This design comes from an exercise in tuning for small area, a short achievable clock period and few clock cycles on the open sky130 flow, not from production work.
The RTL was checked by simulation tests, not by an equivalence proof against the original design.
No activity file was given, so power comes from the tool's default toggle rates.

// usbasp_seq
module usbasp_seq (
    input  wire        clk,
    input  wire        rst,
    input  wire        req_valid,
    output wire        req_ready,
    input  wire [1:0]  req_kind,       
    input  wire [63:0] req_data,       
    input  wire [3:0]  req_len,        
    output reg         rsp_valid,
    output reg  [2:0]  rsp_code,
    output reg  [3:0]  rsp_len,
    output wire [63:0] rsp_data,
    output wire        tgt_valid,
    input  wire        tgt_ready,
    output reg  [4:0]  tgt_op,
    output wire [31:0] tgt_addr,
    output wire [63:0] tgt_wdata,
    output wire [3:0]  tgt_len,
    input  wire [63:0] tgt_rdata,
    input  wire        rx_evt,
    input  wire [7:0]  rx_byte,
    input  wire        tx_evt,
    output wire        line_tx_valid,
    output wire [7:0]  line_tx_data,
    output reg         chan_en,
    output reg         rx_irq_en,
    output reg         tx_irq_en,
    output reg  [15:0] cfg_baud,
    output reg  [5:0]  cfg_mode
);
    localparam [2:0] R_REPLY = 3'd0, R_MOREPKT = 3'd1, R_DATA = 3'd2,
                     R_MORE  = 3'd3, R_DONE    = 3'd4, R_NOTREADY = 3'd5;
    localparam [4:0] E_ISP_CONNECT    = 5'd1,
  ...
Size in the first run: roughly 2100 cells after synthesis, about 460 flip-flops, roughly 360 I/O pins, roughly 0.023 mm² of cells after synthesis.
clock: 8.0 ns
lec_check: 0
cap_margin: 20
core_margin: 2
core_utilization: 60
cts_buf_list: sky130_fd_sc_hd__clkbuf_4
cts_cluster_size: 20
place_density: 0.72
setup_slack_margin: 4.0
slew_margin: 20
standard.sh (not shown) runs the stock make flow with config.mk's settings and CLKGATE_MAP_FILE= SYNTH_SCRIPT=/design/flow/synth_recipe.tcl, a recipe that flattens the netlist after the stock synthesis.
==> flow/flow/run.sh <==
#!/bin/bash
set -euo pipefail
export BUFFER_PORTS_ARGS="-buffer_cell sky130_fd_sc_hd__buf_1"
bash standard.sh > standard.log 2>&1
The first run finished with timing, DRC and antenna clean.
Testbench counts at the start, summed over its fixed seeds: cycles 23,014.
Next try:
==> flow/run.sh (new file) <==
#!/bin/bash
# synth_recipe.tcl (not shown) runs the flow's synth.tcl, then flattens the netlist and writes it again
# the make line also repeats each setting of config.mk as NAME=value (left out here)
make -C /OpenROAD-flow-scripts/flow DESIGN_CONFIG=/design/flow/config.mk WORK_HOME=/design/flow/orfs CLKGATE_MAP_FILE= SYNTH_SCRIPT=/design/flow/synth_recipe.tcl finish
removed: flow/flow/run.sh
removed: flow/standard.sh
Result: The new run passed the timing, DRC and antenna checks; die area stays the same; design area rises by 8.2%; maximum frequency falls by 3.5%; wire length rises by 2.4%; count of clock-buffer cells in the layout does not change; cell count rises by 0.53%.

---

## build 59
Another version of the RTL of usbasp_seq (not shown whole).
Size in the first run: ~460 flip-flops, about 360 I/O pins, about 0.023 mm^2 of cells after synthesis.
export LEC_CHECK = 0
export CAP_MARGIN = 20
export CORE_MARGIN = 2
export CORE_UTILIZATION = 60
export CTS_BUF_LIST = sky130_fd_sc_hd__clkbuf_8
export CTS_CLUSTER_DIAMETER = 50
export CTS_CLUSTER_SIZE = 12
export PLACE_DENSITY = 0.72
export SETUP_SLACK_MARGIN = 4.3
export SLEW_MARGIN = 20
create_clock -name core_clock -period 8.0 [get_ports {clk}]
==> flow/flow/run.sh <==
#!/bin/bash
set -euo pipefail
export BUFFER_PORTS_ARGS="-buffer_cell sky130_fd_sc_hd__buf_1"
export CTS_ARGS="-sink_clustering_enable -repair_clock_nets -sink_clustering_size 12 -sink_clustering_max_diameter 50 -buf_list sky130_fd_sc_hd__clkbuf_8 -dont_use_dummy_load"
bash standard.sh > standard.log 2>&1
Build 59 ran to completion and came out clean on the timing, DRC and antenna checks.
Testbench counts of build 59, summed over its fixed seeds: cycles 23,014.
## Diff of input files: build 71 against build 59
- changing SETUP_SLACK_MARGIN from 4.3 to 4.45
- changing CTS_CLUSTER_SIZE from 12 to 20
- removing CTS_CLUSTER_DIAMETER (formerly 50)
- changing CTS_BUF_LIST from sky130_fd_sc_hd__clkbuf_8 to sky130_fd_sc_hd__clkbuf_4
==> flow/flow/run.sh <==
#!/bin/bash
set -euo pipefail
export BUFFER_PORTS_ARGS="-buffer_cell sky130_fd_sc_hd__buf_1"
export CTS_ARGS="-sink_clustering_enable -repair_clock_nets -sink_clustering_size 20 -buf_list sky130_fd_sc_hd__clkbuf_4 -dont_use_dummy_load"
bash standard.sh > standard.log 2>&1
--- outcome ---
- In the tables for build 59 and build 71, fraction of layout cells with a size suffix above 1 reads lower with build 59.
- Total power, build 71 vs build 59: up by a few percent
- Static power due to leakage for build 71: about 2.4% up relative to build 59
- Looking at share of the clock period used by the worst path after layout, build 71 sits 0.17 points above build 59.
- Comparing build 59 and build 71, final cell utilization of the core is higher on build 71.
- Clock-pin slew reported for the worst setup and hold paths after clock tree synthesis essentially unchanged between build 71 and build 59.
- Between build 71 and build 59, the number of placed cells counting well taps figures differ only marginally.
- End point of the critical path = line_tx_valid: build 59; end point of the critical path = rsp_len[2]: build 71
- Looking at via count, build 71 sits above build 59.
- In the reports for build 59 and build 71, the smaller fraction of met3 tracks used by global routing belongs to build 59.
- Comparing wire length for build 59 and build 71, the smaller number came from build 59.
Inputs modified between build 71 and build 35:
- changing SETUP_SLACK_MARGIN from 4.45 to 4.3
- setting TNS_END_PERCENT to 30 for the first time
Notes after the runs:
- Compared with build 71, build 35 shows a higher sequential cell area share.
- The internal cell power was comparable across build 35 and build 71.
- Build 35 vs. build 71: required time of the worst setup path increased 30 ps; met1 track demand over resource went down; overall power went down by about 0.4%; final-layout non-clock buffer area share went down.
The following lists how build 75 was set up differently from build 35:
- TNS_END_PERCENT removed (was 30)
==> flow/flow/run.sh <==
#!/bin/bash
set -euo pipefail
export BUFFER_PORTS_ARGS="-buffer_cell sky130_fd_sc_hd__buf_1"
bash standard.sh > standard.log 2>&1
==> notes.md <==
Against build 35, build 75 reports a total power that is higher. There was hardly any difference in routability congestion estimate between build 35 and build 75. Build 35 -> build 75: first-pass GRT wire length decreased slightly. The final reports for build 75 and build 35 show final-layout clock-cell area share higher in the former. Between build 75 and build 35, it is build 75 whose core utilization is higher, by 1.5 points. Looking at count of clock-buffer cells in the layout, build 75 sits above build 35. Comparing the two runs side by side, build 75 comes out ahead of build 35 on wire length. Build 75 vs build 35 — final instance area climbed by a few percent. Relative to build 35, worst setup slack increased by 110 ps in build 75.
Changes in build 46 relative to build 75:
- CTS_BUF_LIST changed from sky130_fd_sc_hd__clkbuf_4 to sky130_fd_sc_hd__clkbuf_8
- CTS_CLUSTER_SIZE changed from 20 to 12
- PLACE_DENSITY changed from 0.72 to 0.75
- CTS_CLUSTER_DIAMETER newly set to 50
- CORE_UTILIZATION changed from 60 to 65
--- a/flow/flow/run.sh
+++ b/flow/flow/run.sh
@@ -3,2 +3,3 @@
 export BUFFER_PORTS_ARGS="-buffer_cell sky130_fd_sc_hd__buf_1"
+export CTS_ARGS="-sink_clustering_enable -repair_clock_nets -sink_clustering_size 12 -sink_clustering_max_diameter 50 -buf_list sky130_fd_sc_hd__clkbuf_8 -dont_use_dummy_load"
 bash standard.sh > standard.log 2>&1
--- outcome ---
[build 46 vs build 75] leakage power of the design: lower in build 46
Against build 75, placed wire-length estimate in build 46 fell slightly.
Re sequential share of layout area: build 46 is 1.3 points up on build 75.
Build 46 vs build 75: total design power down in build 46
Cells: build 46 has fewer instances than build 75
## Diff of input files: build 81 against build 46
- PLACE_DENSITY now 0.65, was 0.75
- CORE_UTILIZATION now 60, was 65
--- outcome ---
- For build 46 and build 81, there was not a single run that failed to finish clean.
- Post-route minimum period in build 81 is 60 ps above build 46.
- NOTE die area build 46->build 81 increased by a little under 10%
- Relative to build 46, final non-filler cell total has increased by 73 in build 81.

-- afterwards: timing with drivers on the ports --
The results above use ideal ports. As a check the final layouts listed here were re-extracted and re-timed, cells and wires unchanged. Step 1 (the two cells are an assumption about what drives the block):
set clk [get_ports {clk}]
set_driving_cell -lib_cell sky130_fd_sc_hd__clkbuf_16 $clk
set_driving_cell -lib_cell sky130_fd_sc_hd__buf_2 [delete_from_list [all_inputs] $clk]
Step 2 also shifts input and output timing later by t, the mid clock arrival at the registers, as if the neighbouring blocks saw the same clock. a / b / c = ideal / step 1 / step 2; a / b = the first two.
| run | t (ns) | setup slack, ns | hold slack, ns | worst data-port slew with drivers (ns) | cell pins on the clock port's net |
|---|---|---|---|---|---|
| the first run of note 1 | 0.862 | 4.010 / 3.968 / 3.226 | 0.431 / 0.431 / 0.431 | 0.09 | 1 |
| the second run of note 1 | 0.855 | 3.865 / 3.885 / 3.031 | 0.432 / 0.432 / 0.432 | 0.09 | 1 |
| build 59 | 0.667 | 4.366 / 4.335 / 3.714 | 0.417 / 0.417 / 0.417 | 0.11 | 1 |
| build 71 | 0.844 | 4.353 / 4.372 / 3.528 | 0.439 / 0.439 / 0.439 | 0.10 | 1 |
| build 35 | 0.840 | 4.239 / 4.212 / 3.373 | 0.427 / 0.427 / 0.427 | 0.12 | 1 |
| build 75 | 0.857 | 4.353 / 4.308 / 3.451 | 0.439 / 0.439 / 0.439 | 0.10 | 1 |
| build 46 | 0.664 | 4.336 / 4.336 / 3.686 | 0.425 / 0.425 / 0.425 | 0.08 | 1 |
| build 81 | 0.679 | 4.276 / 4.293 / 3.614 | 0.451 / 0.451 / 0.451 | 0.10 | 1 |
After both steps setup and hold are still met in every run listed. For build 75, which loses most, drivers alone change the setup slack by -0.045 ns; drivers and shift together by -0.902 ns.
